Source: an optimization exercise on an open RTL-to-GDS flow (aim: a short achievable clock period and few clock cycles). Production flows keep margins and buffers that such runs may drop.
Function was checked by simulation only, so behaviour that the tests miss may differ from the original.
No activity file was given, so power comes from the tool's default toggle rates.

===== flow/config.mk =====
export PLATFORM = sky130hd
export DESIGN_NAME = oshw_core
export DESIGN_NICKNAME = oshw_core
export VERILOG_FILES = /design/flow/design.v
export SDC_FILE = /design/flow/constraint.sdc
export NUM_CORES = 4
export LEC_CHECK = 0
export CAP_MARGIN = 20
export CORE_MARGIN = 2
export CORE_UTILIZATION = 40
export PLACE_DENSITY = 0.6
export SLEW_MARGIN = 20

===== flow/constraint.sdc =====
create_clock -name core_clock -period 12.0 [get_ports {clk}]
set_input_delay 2.4000 -clock core_clock [delete_from_list [all_inputs] [get_ports {clk}]]
set_output_delay 2.4000 -clock core_clock [all_outputs]
set_load 0.01 [all_outputs]

===== flow/design.v =====
module oshw_core #(
    parameter integer MEM_CAPACITY = 2000,
    parameter integer ADDR_W       = 11,
    parameter integer USER_BASE    = 1000,
    parameter integer TT_STRIDE    = 20,
    parameter integer MAX_THREADS  = 4,
    parameter integer BLOCK_TICKS  = 100,
    parameter integer HARD_CAP     = 100000,
    parameter integer SOFT_CAP     = 100
) (
    input  wire              clk,
    input  wire              rst,
    input  wire              tick_valid,
    output wire              tick_ready,
    output wire              tick_done,
    output reg               mem_req,
    output reg               mem_we,
    output reg  [ADDR_W-1:0] mem_addr,
    output reg  [31:0]       mem_wdata,
    input  wire [72:0]       mem_rdata,
    input  wire              mem_ack,
    output wire              out_valid,
    output wire [31:0]       out_data,
    output reg               halted,
    output reg  [4:0]        halt_cause,
    output reg  [32:0]       fault_addr,
    output reg  [31:0]       fault_pc,
    output reg               fault_pc_valid,
    output reg  [7:0]        fault_opc,
    output reg               fault_opc_valid,
    output reg  [31:0]       fault_tid,
    output reg               fault_tid_valid
);
    localparam [4:0] C_OOB = 5'd1, C_PROT = 5'd2, C_CAD = 5'd3, C_UNK = 5'd4,
                     C_MAL = 5'd5, C_OVF = 5'd6, C_TID = 5'd7,
                     C_ALLDONE = 5'd16, C_NOREADY = 5'd17, C_HARDCAP = 5'd18;
    localparam [1:0] RC_IMPL = 2'd0,    
                     RC_OPER = 2'd1,    
                     RC_FETCH = 2'd2,   
                     RC_USERA = 2'd3;   
    localparam integer WB_N = 8;
    localparam [6:0]
        S_IDLE   = 7'd0,  S_RD     = 7'd1,  S_WD     = 7'd2,  S_BLK1   = 7'd3,
        S_DEC    = 7'd4,  S_COMMIT = 7'd5,  S_FIN    = 7'd6,  S_DONE   = 7'd7,
        S_FAULT  = 7'd8,
        S_CPY1   = 7'd10, S_CPYI1  = 7'd11, S_CPYI2  = 7'd12, S_ADD1   = 7'd13,
        S_AD1    = 7'd14, S_AD2    = 7'd15, S_SB1    = 7'd16, S_SB2    = 7'd17,
        S_JIF1   = 7'd18, S_JMPT   = 7'd19,
        S_PU1    = 7'd20, S_PU2    = 7'd21, S_PU3    = 7'd22, S_PU4    = 7'd23,
        S_PO1    = 7'd24, S_PO2    = 7'd25, S_PO3    = 7'd26, S_PO4    = 7'd27,
        S_CA1    = 7'd28, S_CA2    = 7'd29, S_CA3    = 7'd30, S_CA4    = 7'd31,
        S_CA5    = 7'd32,
        S_RE1    = 7'd33, S_RE2    = 7'd34, S_RE3    = 7'd35, S_RE4    = 7'd36,
        S_RE5    = 7'd37,
        S_US1    = 7'd38, S_US2    = 7'd39, S_PR1    = 7'd40, S_PR2    = 7'd41,
        S_Y1     = 7'd42, S_Y2     = 7'd43, S_Y3     = 7'd44,
        S_S6_1   = 7'd45, S_S6_3   = 7'd46,
        S_P1     = 7'd50, S_P2     = 7'd51, S_P3     = 7'd52, S_P4     = 7'd53,
        S_T1     = 7'd54, S_T2     = 7'd55, S_T3     = 7'd56,
        S_SL1    = 7'd57, S_SL2    = 7'd58, S_SL3    = 7'd59,
        S_SW0    = 7'd60, S_SW1    = 7'd61, S_SW2    = 7'd62, S_SW3    = 7'd63,
        S_SW4    = 7'd64, S_SW5    = 7'd65, S_SWSET  = 7'd66, S_SW7    = 7'd67,
        S_SW8    = 7'd68, S_SW9    = 7'd69, S_SET    = 7'd70;
    reg [6:0]  state;
    reg [6:0]  rd_ret;        
    reg [6:0]  p_ret;         
    reg [1:0]  rd_cls;
    reg [33:0] rd_addr;       
    reg [72:0] rd_cell;       
    reg [31:0] rd_val;        
    reg [31:0] pc0;           
    reg        pc0_valid;
    reg [7:0]  opc;
    reg [31:0] opa, opb;
    reg        opc_valid;
    reg [31:0] t1;            
    reg [31:0] cid;           
    reg [31:0] ttb;           
    reg [31:0] cur;           
    reg [2:0]  sel_j;
    reg [31:0] nsel;          
    reg        mode_user, mode_n;
    reg [6:0]  block, block_n;
    reg        out_pend;
    reg [31:0] out_word;
    reg        halt_pend;
    reg [4:0]  halt_pend_cause;
    reg        evict;
    reg [4:0]  f_cause;
    reg [32:0] f_addr;
    reg [16:0] wd_ticks;
    reg [31:0] wd_last_pc;
    reg        wd_last_valid;
    reg [6:0]  wd_repeat;
    reg              wb_v [0:WB_N-1];
    reg [ADDR_W-1:0] wb_a [0:WB_N-1];
    reg [31:0]       wb_d [0:WB_N-1];
    reg [3:0]        wb_cnt;
    reg [3:0]        cm_idx;
    function [33:0] sx;                      
        input [31:0] w;
        sx = {{2{w[31]}}, w};
    endfunction
    function in_bounds;
        input [33:0] a;
        in_bounds = !a[33] && ($signed(a) < MEM_CAPACITY);
    endfunction
    function fits32;
        input [33:0] v;
        fits32 = (v[33:31] == 3'b000) || (v[33:31] == 3'b111);
    endfunction
    function valid_tid;
        input [31:0] i;
        valid_tid = ($signed(i) >= 1) && ($signed(i) <= MAX_THREADS);
    endfunction
    function [33:0] slot_addr;
        input [31:0] base;
        input [31:0] i;
        input [4:0]  k;
        slot_addr = sx(base) + ($signed(sx(i)) - 1) * TT_STRIDE + k;
    endfunction
    wire rd_bounds_ok = in_bounds(rd_addr);
    wire rd_below_ub  = $signed(rd_addr) < USER_BASE;
    wire rd_prot      = ((rd_cls == RC_OPER || rd_cls == RC_FETCH) && mode_n && rd_below_ub) ||
                        ((rd_cls == RC_USERA) && rd_below_ub);
    wire rd_tagchk    = (rd_cls != RC_FETCH);
    reg        rd_hit;
    reg [31:0] rd_hit_d;
    integer k;
    always @(*) begin
        rd_hit   = 1'b0;
        rd_hit_d = 32'd0;
        for (k = 0; k < WB_N; k = k + 1)
            if (wb_v[k] && wb_a[k] == rd_addr[ADDR_W-1:0]) begin
                rd_hit   = 1'b1;
                rd_hit_d = wb_d[k];
            end
    end
    reg        wr_en;
    reg        wr_oper;       
    reg [33:0] wr_addr;
    reg [33:0] wr_val;
    always @(*) begin
        wr_en   = 1'b0;
        wr_oper = 1'b0;
        wr_addr = 34'd0;
        wr_val  = 34'd0;
        case (state)
            S_SET:  begin wr_en = 1; wr_oper = 1; wr_addr = sx(opb); wr_val = sx(opa); end
            S_CPY1, S_CPYI2:
                    begin wr_en = 1; wr_oper = 1; wr_addr = sx(opb); wr_val = sx(rd_val); end
            S_ADD1: begin wr_en = 1; wr_oper = 1; wr_addr = sx(opa); wr_val = sx(rd_val) + sx(opb); end
            S_AD2:  begin wr_en = 1; wr_oper = 1; wr_addr = sx(opa); wr_val = sx(t1) + sx(rd_val); end
            S_SB2:  begin wr_en = 1; wr_oper = 1; wr_addr = sx(opb); wr_val = sx(t1) - sx(rd_val); end
            S_PO4:  begin wr_en = 1; wr_oper = 1; wr_addr = sx(opa); wr_val = sx(rd_val); end
            S_PU2:  begin wr_en = 1; wr_oper = 1; wr_addr = sx(rd_val); wr_val = sx(t1); end
            S_CA2:  begin wr_en = 1; wr_oper = 1; wr_addr = sx(t1); wr_val = sx(rd_val) + 34'd1; end
            S_PU4, S_CA4:
                    begin wr_en = 1; wr_addr = 34'd1; wr_val = sx(rd_val) - 34'd1; end
            S_PO1, S_RE2:
                    begin wr_en = 1; wr_addr = 34'd1; wr_val = sx(rd_val) + 34'd1; end
            S_JMPT: begin wr_en = 1; wr_addr = 34'd0; wr_val = sx(opb); end
            S_CA5:  begin wr_en = 1; wr_addr = 34'd0; wr_val = sx(opa); end
            S_US2:  begin wr_en = 1; wr_addr = 34'd0; wr_val = sx(t1); end
            S_RE5:  begin wr_en = 1; wr_addr = 34'd0; wr_val = sx(rd_val); end
            S_PR2, S_Y1, S_S6_1:
                    begin wr_en = 1; wr_addr = 34'd0; wr_val = sx(rd_val) + 34'd1; end
            S_BLK1, S_S6_3:
                    begin wr_en = 1; wr_addr = 34'd3; wr_val = sx(rd_val) + 34'd1; end
            S_P3:   begin wr_en = 1; wr_addr = slot_addr(ttb, cid, 5'd4); wr_val = sx(rd_val); end
            S_P4:   begin wr_en = 1; wr_addr = slot_addr(ttb, cid, 5'd5); wr_val = sx(rd_val); end
            S_T2:   begin wr_en = 1; wr_addr = slot_addr(rd_val, cid, 5'd3); wr_val = 34'd0; end
            S_T3:   begin wr_en = 1; wr_addr = 34'd5; wr_val = sx(rd_val) - 34'd1; end
            S_SW3:  begin wr_en = 1; wr_addr = slot_addr(ttb, cid, 5'd4); wr_val = sx(rd_val); end
            S_SW4:  begin wr_en = 1; wr_addr = slot_addr(ttb, cid, 5'd5); wr_val = sx(rd_val); end
            S_SW5:  begin wr_en = 1; wr_addr = slot_addr(ttb, cid, 5'd3); wr_val = 34'd1; end
            S_SWSET:begin wr_en = 1; wr_addr = 34'd4; wr_val = sx(nsel); end
            S_SW7:  begin wr_en = 1; wr_addr = 34'd0; wr_val = sx(rd_val); end
            S_SW8:  begin wr_en = 1; wr_addr = 34'd1; wr_val = sx(rd_val); end
            S_SW9:  begin wr_en = 1; wr_addr = slot_addr(ttb, nsel, 5'd3); wr_val = 34'd2; end
            default: ;
        endcase
    end
    wire wr_bounds_ok = in_bounds(wr_addr);
    wire wr_prot      = wr_oper && mode_n && ($signed(wr_addr) < USER_BASE);
    wire wr_range_ok  = fits32(wr_val);
    wire wr_fault     = wr_en && (!wr_bounds_ok || wr_prot || !wr_range_ok);
    wire [4:0]  wr_fcause = !wr_bounds_ok ? C_OOB : wr_prot ? C_PROT : C_OVF;
    reg        wb_hit;
    reg [3:0]  wb_hit_idx;
    always @(*) begin
        wb_hit     = 1'b0;
        wb_hit_idx = 4'd0;
        for (k = 0; k < WB_N; k = k + 1)
            if (wb_v[k] && wb_a[k] == wr_addr[ADDR_W-1:0]) begin
                wb_hit     = 1'b1;
                wb_hit_idx = k[3:0];
            end
    end
    wire rd_bus = (state == S_RD) && rd_bounds_ok && !rd_prot && !rd_hit;
    wire [3:0] cm_last = wb_cnt;
    always @(*) begin
        mem_req   = 1'b0;
        mem_we    = 1'b0;
        mem_addr  = {ADDR_W{1'b0}};
        mem_wdata = 32'd0;
        if (rd_bus) begin
            mem_req  = 1'b1;
            mem_addr = rd_addr[ADDR_W-1:0];
        end else if (state == S_COMMIT && cm_idx != cm_last) begin
            mem_req   = 1'b1;
            mem_we    = 1'b1;
            mem_addr  = wb_a[cm_idx[2:0]];
            mem_wdata = wb_d[cm_idx[2:0]];
        end else if (state == S_FAULT) begin
            mem_req  = 1'b1;
            mem_addr = 4;
        end
    end
    assign tick_ready = (state == S_IDLE);
    assign tick_done  = (state == S_DONE);
    assign out_valid  = (state == S_DONE) && out_pend;
    assign out_data   = out_word;
    wire        cell_tag = rd_cell[72];
    wire [7:0]  cell_opc = rd_cell[71:64];
    wire [31:0] cell_a   = rd_cell[63:32];
    wire [31:0] cell_b   = rd_cell[31:0];
    task rd_call;
        input [33:0] a;
        input [1:0]  cls;
        input [6:0]  ret;
        begin
            rd_addr <= a;
            rd_cls  <= cls;
            rd_ret  <= ret;
            state   <= S_RD;
        end
    endtask
    task raise;
        input [4:0]  cause;
        input [32:0] a;
        begin
            f_cause <= cause;
            f_addr  <= a;
            state   <= S_FAULT;
        end
    endtask
    wire [16:0] wd_ticks_inc = wd_ticks + 17'd1;
    wire        wd_same      = wd_last_valid && (wd_last_pc == rd_val);
    wire [6:0]  wd_rep_n     = wd_same ? wd_repeat + 7'd1 : 7'd0;
    wire [33:0] sel_sum  = sx(cur) - 34'd1 + {31'd0, sel_j};
    wire [31:0] sel_id   = {30'd0, sel_sum[1:0]} + 32'd1;
    integer m;
    always @(posedge clk) begin
        if (rst) begin
            state           <= S_IDLE;
            halted          <= 1'b0;
            halt_cause      <= 5'd0;
            fault_addr      <= 33'd0;
            fault_pc        <= 32'd0;
            fault_pc_valid  <= 1'b0;
            fault_opc       <= 8'd0;
            fault_opc_valid <= 1'b0;
            fault_tid       <= 32'd0;
            fault_tid_valid <= 1'b0;
            mode_user       <= 1'b0;
            block           <= 7'd0;
            wd_ticks        <= 17'd0;
            wd_last_pc      <= 32'd0;
            wd_last_valid   <= 1'b0;
            wd_repeat       <= 7'd0;
            out_pend        <= 1'b0;
            wb_cnt          <= 4'd0;
            for (m = 0; m < WB_N; m = m + 1) wb_v[m] <= 1'b0;
        end else begin
            if (wr_fault) begin
                raise(wr_fcause, wr_addr[32:0]);
            end else begin
            case (state)
            S_IDLE: begin
                out_pend <= 1'b0;
                if (tick_valid) begin
                    if (halted) begin
                        state <= S_DONE;
                    end else if (wd_ticks_inc > HARD_CAP) begin
                        wd_ticks   <= wd_ticks_inc;
                        halted     <= 1'b1;
                        halt_cause <= C_HARDCAP;
                        state      <= S_DONE;
                    end else begin
                        wd_ticks  <= wd_ticks_inc;
                        wb_cnt    <= 4'd0;
                        for (m = 0; m < WB_N; m = m + 1) wb_v[m] <= 1'b0;
                        mode_n    <= mode_user;
                        block_n   <= block;
                        halt_pend <= 1'b0;
                        evict     <= 1'b0;
                        pc0_valid <= 1'b0;
                        opc_valid <= 1'b0;
                        rd_call(34'd0, RC_IMPL, S_WD);
                    end
                end
            end
            S_RD: begin
                if (!rd_bounds_ok) begin
                    raise(C_OOB, rd_addr[32:0]);
                end else if (rd_prot) begin
                    raise(C_PROT, rd_addr[32:0]);
                end else if (rd_hit) begin
                    rd_val  <= rd_hit_d;
                    rd_cell <= {41'd0, rd_hit_d};
                    state   <= rd_ret;
                end else if (mem_ack) begin
                    if (rd_tagchk && mem_rdata[72]) begin
                        raise(C_CAD, rd_addr[32:0]);
                    end else begin
                        rd_val  <= mem_rdata[31:0];
                        rd_cell <= mem_rdata;
                        state   <= rd_ret;
                    end
                end
            end
            S_WD: begin
                pc0       <= rd_val;
                pc0_valid <= 1'b1;
                wd_repeat <= wd_rep_n;
                if (!wd_same) begin
                    wd_last_pc    <= rd_val;
                    wd_last_valid <= 1'b1;
                end
                if (wd_rep_n > SOFT_CAP) begin
                    evict <= 1'b1;
                    rd_call(34'd4, RC_IMPL, S_T1);               
                end else if (block != 7'd0) begin
                    block_n <= block - 7'd1;
                    rd_call(34'd3, RC_IMPL, S_BLK1);
                end else begin
                    rd_call(sx(rd_val), RC_FETCH, S_DEC);
                end
            end
            S_BLK1: state <= S_COMMIT;                              
            S_DEC: begin
                opc <= cell_opc;
                opa <= cell_a;
                opb <= cell_b;
                if (!cell_tag || cell_opc == 8'h00) begin
                    rd_call(34'd4, RC_IMPL, S_T1);               
                end else begin
                    opc_valid <= 1'b1;
                    case (cell_opc)
                    8'h01, 8'h02, 8'h03, 8'h04, 8'h05, 8'h06, 8'h07: begin
                        case (cell_opc)
                        8'h01: state <= S_SET;
                        8'h02: rd_call(sx(cell_a), RC_OPER, S_CPY1);
                        8'h03: rd_call(sx(cell_a), RC_OPER, S_CPYI1);
                        8'h04: rd_call(sx(cell_a), RC_OPER, S_ADD1);
                        8'h05: rd_call(sx(cell_a), RC_OPER, S_AD1);
                        8'h06: rd_call(sx(cell_a), RC_OPER, S_SB1);
                        default: rd_call(sx(cell_a), RC_OPER, S_JIF1);
                        endcase
                    end
                    8'h08, 8'h09, 8'h0A, 8'h0D, 8'h10: begin
                        if (cell_b != 32'd0)
                            raise(C_MAL, {pc0[31], pc0});
                        else case (cell_opc)
                        8'h08: rd_call(sx(cell_a), RC_OPER, S_PU1);
                        8'h09: rd_call(34'd1, RC_IMPL, S_PO1);
                        8'h0A: rd_call(34'd1, RC_IMPL, S_CA1);
                        8'h0D: rd_call(sx(cell_a), RC_USERA, S_US1);
                        default: rd_call(sx(cell_a), RC_OPER, S_PR1);
                        endcase
                    end
                    8'h0B, 8'h0C, 8'h11, 8'h12: begin
                        if (cell_a != 32'd0 || cell_b != 32'd0)
                            raise(C_MAL, {pc0[31], pc0});
                        else case (cell_opc)
                        8'h0B: begin p_ret <= S_RE1; rd_call(34'd4, RC_IMPL, S_P1); end
                        8'h12: rd_call(34'd0, RC_IMPL, S_Y1);
                        default: rd_call(34'd4, RC_IMPL, S_T1);    
                        endcase
                    end
                    8'hFE:   raise(C_MAL, {pc0[31], pc0});
                    default: raise(C_UNK, {pc0[31], pc0});
                    endcase
                end
            end
            S_SET:   rd_call(34'd0, RC_IMPL, S_S6_1);
            S_CPY1:  rd_call(34'd0, RC_IMPL, S_S6_1);
            S_CPYI1: rd_call(sx(rd_val), RC_OPER, S_CPYI2);
            S_CPYI2: rd_call(34'd0, RC_IMPL, S_S6_1);
            S_ADD1:  rd_call(34'd0, RC_IMPL, S_S6_1);
            S_AD1:   begin t1 <= rd_val; rd_call(sx(opb), RC_OPER, S_AD2); end
            S_AD2:   rd_call(34'd0, RC_IMPL, S_S6_1);
            S_SB1:   begin t1 <= rd_val; rd_call(sx(opb), RC_OPER, S_SB2); end
            S_SB2:   rd_call(34'd0, RC_IMPL, S_S6_1);
            S_JIF1: begin
                if ($signed(rd_val) <= 0) begin
                    p_ret <= S_JMPT;
                    rd_call(34'd4, RC_IMPL, S_P1);
                end else begin
                    rd_call(34'd0, RC_IMPL, S_S6_1);
                end
            end
            S_JMPT: state <= S_COMMIT;
            S_PU1: begin t1 <= rd_val; rd_call(34'd1, RC_IMPL, S_PU2); end
            S_PU2: rd_call(34'd1, RC_IMPL, S_PU4);                 
            S_PU4: rd_call(34'd0, RC_IMPL, S_S6_1);                
            S_PO1: rd_call(34'd1, RC_IMPL, S_PO3);                 
            S_PO3: rd_call(sx(rd_val), RC_OPER, S_PO4);
            S_PO4: rd_call(34'd0, RC_IMPL, S_S6_1);
            S_CA1: begin t1 <= rd_val; rd_call(34'd0, RC_IMPL, S_CA2); end
            S_CA2: rd_call(34'd1, RC_IMPL, S_CA4);                 
            S_CA4: begin p_ret <= S_CA5; rd_call(34'd4, RC_IMPL, S_P1); end
            S_CA5: state <= S_COMMIT;
            S_RE1: rd_call(34'd1, RC_IMPL, S_RE2);
            S_RE2: rd_call(34'd1, RC_IMPL, S_RE4);
            S_RE4: rd_call(sx(rd_val), RC_OPER, S_RE5);
            S_RE5: state <= S_COMMIT;
            S_US1: begin
                t1     <= rd_val;
                mode_n <= 1'b1;
                p_ret  <= S_US2;
                rd_call(34'd4, RC_IMPL, S_P1);
            end
            S_US2: state <= S_COMMIT;
            S_PR1: begin t1 <= rd_val; rd_call(34'd0, RC_IMPL, S_PR2); end
            S_PR2: begin
                out_pend <= 1'b1;
                out_word <= t1;
                block_n  <= BLOCK_TICKS;
                state    <= S_COMMIT;
            end
            S_Y1: begin p_ret <= S_Y2; rd_call(34'd4, RC_IMPL, S_P1); end
            S_Y2: rd_call(34'd4, RC_IMPL, S_Y3);
            S_Y3: begin cur <= rd_val; rd_call(34'd6, RC_IMPL, S_SL1); end
            S_S6_1: rd_call(34'd3, RC_IMPL, S_S6_3);
            S_S6_3: state <= S_COMMIT;
            S_P1: begin
                if (!valid_tid(rd_val)) begin
                    raise(C_TID, sx(rd_val));
                end else begin
                    cid <= rd_val;
                    rd_call(34'd6, RC_IMPL, S_P2);
                end
            end
            S_P2: begin ttb <= rd_val; rd_call(34'd0, RC_IMPL, S_P3); end
            S_P3: rd_call(34'd1, RC_IMPL, S_P4);
            S_P4: state <= p_ret;
            S_T1: begin
                if (!valid_tid(rd_val)) begin
                    raise(C_TID, sx(rd_val));
                end else begin
                    cid <= rd_val;
                    cur <= rd_val;
                    rd_call(34'd6, RC_IMPL, S_T2);
                end
            end
            S_T2: begin                                             
                ttb <= rd_val;
                rd_call(34'd5, RC_IMPL, S_T3);
            end
            S_T3: begin
                if ($signed(sx(rd_val) - 34'd1) <= 0) begin
                    halt_pend       <= 1'b1;
                    halt_pend_cause <= C_ALLDONE;
                    state           <= S_COMMIT;
                end else begin
                    rd_call(34'd6, RC_IMPL, S_SL1);
                end
            end
            S_SL1: begin
                ttb   <= rd_val;
                sel_j <= 3'd1;
                state <= S_SL2;
            end
            S_SL2: rd_call(slot_addr(ttb, sel_id, 5'd3), RC_IMPL, S_SL3);
            S_SL3: begin
                if (rd_val == 32'd1) begin
                    nsel  <= sel_id;
                    rd_call(34'd4, RC_IMPL, S_SW1);
                end else if (sel_j == MAX_THREADS) begin
                    nsel  <= 32'd0;
                    rd_call(34'd4, RC_IMPL, S_SW1);
                end else begin
                    sel_j <= sel_j + 3'd1;
                    state <= S_SL2;
                end
            end
            S_SW1: begin
                cid <= rd_val;
                if (valid_tid(rd_val))
                    rd_call(slot_addr(ttb, rd_val, 5'd3), RC_IMPL, S_SW2);
                else
                    state <= S_SWSET;
            end
            S_SW2: begin
                if (rd_val == 32'd2) rd_call(34'd0, RC_IMPL, S_SW3);
                else                 state <= S_SWSET;
            end
            S_SW3: rd_call(34'd1, RC_IMPL, S_SW4);
            S_SW4: state <= S_SW5;
            S_SW5: state <= S_SWSET;
            S_SWSET: begin
                if (valid_tid(nsel)) begin
                    rd_call(slot_addr(ttb, nsel, 5'd4), RC_IMPL, S_SW7);
                end else begin
                    halt_pend       <= 1'b1;
                    halt_pend_cause <= C_NOREADY;
                    state           <= S_COMMIT;
                end
            end
            S_SW7: rd_call(slot_addr(ttb, nsel, 5'd5), RC_IMPL, S_SW8);
            S_SW8: state <= S_SW9;
            S_SW9: state <= S_COMMIT;
            S_COMMIT: begin
                if (cm_idx == cm_last) begin
                    state <= S_FIN;
                end else if (mem_ack) begin
                    cm_idx <= cm_idx + 4'd1;
                end
            end
            S_FIN: begin
                mode_user <= mode_n;
                block     <= block_n;
                if (halt_pend) begin
                    halted     <= 1'b1;
                    halt_cause <= halt_pend_cause;
                end
                if (evict) begin
                    wd_repeat     <= 7'd0;
                    wd_last_valid <= 1'b0;
                end
                state <= S_DONE;
            end
            S_FAULT: begin
                if (mem_ack) begin
                    halted          <= 1'b1;
                    halt_cause      <= f_cause;
                    fault_addr      <= f_addr;
                    fault_pc        <= pc0_valid ? pc0 : 32'd0;
                    fault_pc_valid  <= pc0_valid;
                    fault_opc       <= opc_valid ? opc : 8'd0;
                    fault_opc_valid <= opc_valid;
                    fault_tid       <= mem_rdata[72] ? 32'd0 : mem_rdata[31:0];
                    fault_tid_valid <= !mem_rdata[72];
                    out_pend        <= 1'b0;
                    state           <= S_DONE;
                end
            end
            S_DONE: state <= S_IDLE;
            default: state <= S_IDLE;
            endcase
            end
            if (state != S_COMMIT) cm_idx <= 4'd0;
            if (wr_en && !wr_fault) begin
                if (wb_hit) begin
                    wb_d[wb_hit_idx[2:0]] <= wr_val[31:0];
                end else begin
                    wb_v[wb_cnt[2:0]] <= 1'b1;
                    wb_a[wb_cnt[2:0]] <= wr_addr[ADDR_W-1:0];
                    wb_d[wb_cnt[2:0]] <= wr_val[31:0];
                    wb_cnt            <= wb_cnt + 4'd1;
                end
                if (wr_addr == 34'd6) ttb <= wr_val[31:0];
            end
        end
    end
endmodule

===== flow/run.sh =====
#!/bin/bash
# synth_recipe.tcl (not shown) runs the flow's synth.tcl, then flattens the netlist and writes it again
# the make line also repeats each setting of config.mk as NAME=value (left out here)
make -C /OpenROAD-flow-scripts/flow DESIGN_CONFIG=/design/flow/config.mk WORK_HOME=/design/flow/orfs CLKGATE_MAP_FILE= SYNTH_SCRIPT=/design/flow/synth_recipe.tcl finish

==> impl_summary.txt <==
----------------------------------------------------
[Run status]
  Run status ... no timing/DRC/antenna violations

[Synthesis]
  Synthesized area ... ~68000 µm²
  Synthesized-area fraction occupied by ao, oa, aoi and oai cells ... a little under a fifth
  Count of state elements after synthesis ... between 900 and 1k
  Post-Synth XOR/XNOR Area ... approximately 8.2%
  Multiplexer area fraction after synthesis ... 5.57%
  Main combinational cell family by area after synthesis ... compound AO/OA/AOI/OAI gates
  Average instance area after synthesis ... between 9 and 10 µm²
  Most common flop cell mapped by yosys ... sky130_fd_sc_hd__edfxtp_1
  Post-synth EDFFs ... between 700 and 800
  Area share of the leading cell type in the synthesized netlist ... ~33%
  Cells taking the most area after synthesis ... sky130_fd_sc_hd__edfxtp_1 33%, sky130_fd_sc_hd__ha_1 6.8%, sky130_fd_sc_hd__dfxtp_1 5.9%, sky130_fd_sc_hd__xnor2_1 5.7%, sky130_fd_sc_hd__nand2_1 4.6%
  Leading cell types by count after synthesis ... 840 x sky130_fd_sc_hd__nand2_1, 759 x sky130_fd_sc_hd__edfxtp_1, 542 x sky130_fd_sc_hd__nor2_1, 540 x sky130_fd_sc_hd__a21oi_1, 445 x sky130_fd_sc_hd__xnor2_1
  Async set-or-reset flop fraction in the synthesized netlist ... 0%
  Fraction of the mapped netlist area in adder cells ... under 10%
  Synth Net Count ... roughly 7.6k
  Yosys top cell by area ... sky130_fd_sc_hd__edfxtp_1
  Yosys warning total ... 1
  Most frequent cell after synthesis ... sky130_fd_sc_hd__nand2_1
  Gate Count Post-Synth ... between 7k and 8k
  Synth unique cells ... around 120
  Fraction of the mapped netlist area in simple logic gates ... 17.0%
  Sequential element share of the synthesized area ... 39.4%

[Global routing]
  Global-route wire length before repair ... roughly 420000 µm
  Global routing usage summed across all routing layers ... between 30 and 40%
  Largest net degree at the start of global routing ... a little under 80
  Via count of the first global-routing pass ... a little under 60k
  Residual overflow from global routing ... 0
  Initial antenna violation count ... 11

[Critical path]
  Critical path required time ... roughly 12 ns
  Max Fanout on Critical Path ... 12
  CP peak stage delay ... 0.59 ns
  Library cell contributing the largest single delay on the critical path ... sky130_fd_sc_hd__or4_4
  Critical path's most frequent cell ... sky130_fd_sc_hd__a21oi_1
  Worst r2r path cells ... 39
  Endpoint type of the worst setup path ... flip-flop
  Beginning of the worst register-to-register path ... cid[0]$_DFFE_PP_
  Start point of the critical path ... cid[0]$_DFFE_PP_
  Crit path DAT ... roughly 12 ns
  Element type at the critical path start ... flip-flop
  Crit Reg-Reg Endpoint ... block_n[0]$_DFFE_PP_
  CP Class ... reg -> reg
  Crit path to ... block_n[0]$_DFFE_PP_
  Slack of the worst reg-to-reg path ... ~0.62 ns

[Power]
  Net switching power figure ... between 3000 and 4000 µW
  Clock group share of total power ... approximately a third
  Cell internal pwr ... 6980 µW
  Fraction of power consumed by sequential logic ... about 40%
  LEAKAGE ... 0.0280 µW
  Switching Share ... 34.8%
  Share of total power in combinational logic ... 26.4%
  Peak supply drop ... roughly 0.00015 V
  Power density cells ... around 140 nW/µm²

[Floorplan]
  Starting Density ... 40.3%
  Die extent in y ... roughly 420 µm
  Die span in x ... ~420 µm
  Standard-cell rows ... between 150 and 200
  Core region area ... about 170000 µm²
  Die area ... between 150000 and 200000 µm²
  I/O pins ... between 200 and 300

[Worst hold path]
  Source of the worst hold timing path ... fault_pc[28]$_SDFFE_PP0P_
  Class of the worst hold path ... reg -> reg

[Timing]
  RSZ-0062 raised after global routing ... no
  Fmax ... slightly below 90 MHz
  Clock skew after layout ... about 0.051 ns
  Tightest Pin Transition ... 1.16 ns
  Minimum setup slack in the final design ... around 0.62 ns
  Final hold violation count ... 0
  Share of the clock period used by the worst path after layout ... approximately 95%
  Number of setup violations in the final report ... 0
  Final count of pins violating max slew ... 0
  Final setup TNS ... 0 ns
  Worst relative slew slack ... roughly 23%
  Final critical delay including setup and external delays ... 11.38 ns

[Place]
  Minimum setup slack after placement ... around 0.75 ns
  Placer's final routability congestion estimate ... roughly 1.0
  DPL Wire Length ... between 200000 and 250000 µm
  # port buffers ... 269
  Cell Area, Placed ... around 74000 µm²

[Clock network]
  Clock edge transition at the registers on the reported setup and hold paths ... approximately 0.060 ns
  Clk sinks ... 960
  Post-CTS repair timing setup buffer count ... 0
  Bufs on Longest Clock Path ... 3
  CTS H-tree depth ... 3
  Post-cts repair resize count ... 0
  Cts bufs inserted ... ~110
  Number of hold-repair buffers added at the cts stage ... 0
  Clock tree from TritonCTS ... built
  Clock latency on the worst-skew pair ... 0.80 ns
  Clock root buffer ... sky130_fd_sc_hd__clkbuf_16

[Detailed routing]
  Count of vias placed by the detailed router ... 63.1k
  First drt pass iteration count ... 13
  Detailed-route vias per instance ... around 6.5
  Iter 0 DRT Violations ... 9025
  Routed len/inst ... between 30 and 40 µm
  Antenna viol nets, final ... 0
  Post-route DRC ... 0
  Routed wire length ... roughly 300000 µm

[Run]
  Count of maximum capacitance violations ... 0

[Finish]
  Register area ... approximately 27000 µm²
  Proportion of layout cells with a drive suffix above 1 ... between 9 and 10%
  Multi-input logic area ... 39200 µm²
  Utilization after layout ... about 46%
  Layout-stage area growth over the synthesis result ... 14.5%
  Number of nets in the finished design ... a little under 8k
  Layout Cell Area excl Fill ... around 78000 µm²
  Fill cell count ... 16.2k

----------------------------------------------------
stage by stage:
stage                     power (µW)  cells  hold WS, ns
final                          10700   9708        0.450
after global routing           11000   9704        0.468
after CTS                      10600   9703        0.451
after detailed placement        7080   9492        0.443
after global placement          7060   9491        0.439
after floorplan                 5760   7182        0.424
critical path, delay by kind of cell, from the launching register on:
kind | cells | cell delay, ns
AOI/OAI and AO/OA | 19 | 4.44
xor gates and xnor gates | 2 | 0.44
buffers and inverters | 5 | 0.99
and+or+nand+nor | 9 | 3.42
DFF | 1 | 0.45
adders and majority gates | 4 | 1.26
cell families (layout without fill, tap and decap cells):
logic type	after synthesis	count (layout)
AO/OA/AOI/OAI	1944	1944
XOR/XNOR	637	637
adder cells (fa/ha/maj)	380	380
buffers and inverters	591	895
flip-flops	960	960
multiplexers	252	252
other	1	5
AND/OR/NAND/NOR	2417	2417
worst min path at each step:
stage | endpoint | slack (ns) | cells after the start
after floorplan | opc[2]$_DFFE_PP_ | 0.42 | 0
after global placement | fault_tid[0]$_SDFFE_PP0P_ | 0.44 | 2
after detailed placement | fault_tid[7]$_SDFFE_PP0P_ | 0.44 | 2
after CTS | fault_tid[7]$_SDFFE_PP0P_ | 0.45 | 2
after global routing | fault_tid[16]$_SDFFE_PP0P_ | 0.47 | 2
final | fault_pc[28]$_SDFFE_PP0P_ | 0.45 | 2
cells in the final DEF (no fill, tap or decap), drive strengths merged, types with 83 or more instances in the layout:
cell type,n
a211oi,91
a21o,116
a21oi,544
a222oi,83
and2,83
buf,251
clkbuf,149
clkdlybuf4s50,268
dfxtp,201
edfxtp,759
ha,372
inv,168
mux2i,97
mux4,86
nand2,840
nand3,199
nand4,116
nor2,542
nor3,157
nor4,95
o211ai,95
o21ai,420
xnor2,445
xor2,191
sequential cells by signal, indices dropped and copies added, names as in the netlist, 33 cells and up, named ones only:
register,flops
wb_a,88
fault_addr,33
rd_addr,34
wb_d,256
f_addr,33
rd_cell,73
per-layer routing:
metal | routed length [µm] | track usage [%]
met1 | 119000 | 43.7
met4 | 20200 | 18.6
met5 | 62 | 0
met3 | 27800 | 5.85
met2 | 132000 | 51.4
power by group through the flow:
stage	sequential, µW	combinational (µW)	clock (µW)
finish	4300	2830	3580
CTS	4280	2740	3620
global placement	4350	2710	0
global route	4300	2960	3740
floorplan	4160	1600	0
detailed placement	4350	2730	0
cell type report:
cell class	instances	share of cell area, %
Antenna cell	4	0.0128
Sequential cell	960	34.4
Multi-Input combinational cell	5631	50.2
Clock buffer	149	3.93
Tap cell	2218	3.56
Timing Repair Buffer	519	6.18
Clock inverter	62	0.957
Inverter	165	0.794
Testbench counts, summed over its fixed seeds: cycles 207,532.

==> afterwards: timing with drivers on the ports <==
No port has a modelled driver above. Below, the same layout with a new extraction and two added sets of constraints. Step 1 assumes that a clkbuf_16 drives the clock port and a buf_2 every other input. Step 2, shift: input delay + t, output delay - t, t = (earliest + latest rising clock arrival at the registers) / 2. This alone moves slack from input paths to output paths. Three values: no drivers, after step 1, after step 2; two values: the first two.
t (ns): 0.862
setup WS [ns]: 0.624 / 0.624 / 0.624
hold slack, ns: 0.450 / 0.450 / 0.450
clock arrival spread, ns: 0.054 / 0.054
After both steps this run still meets setup and hold. The setup slack of this run moves by 0.000 ns with the drivers and by 0.000 ns with both steps.
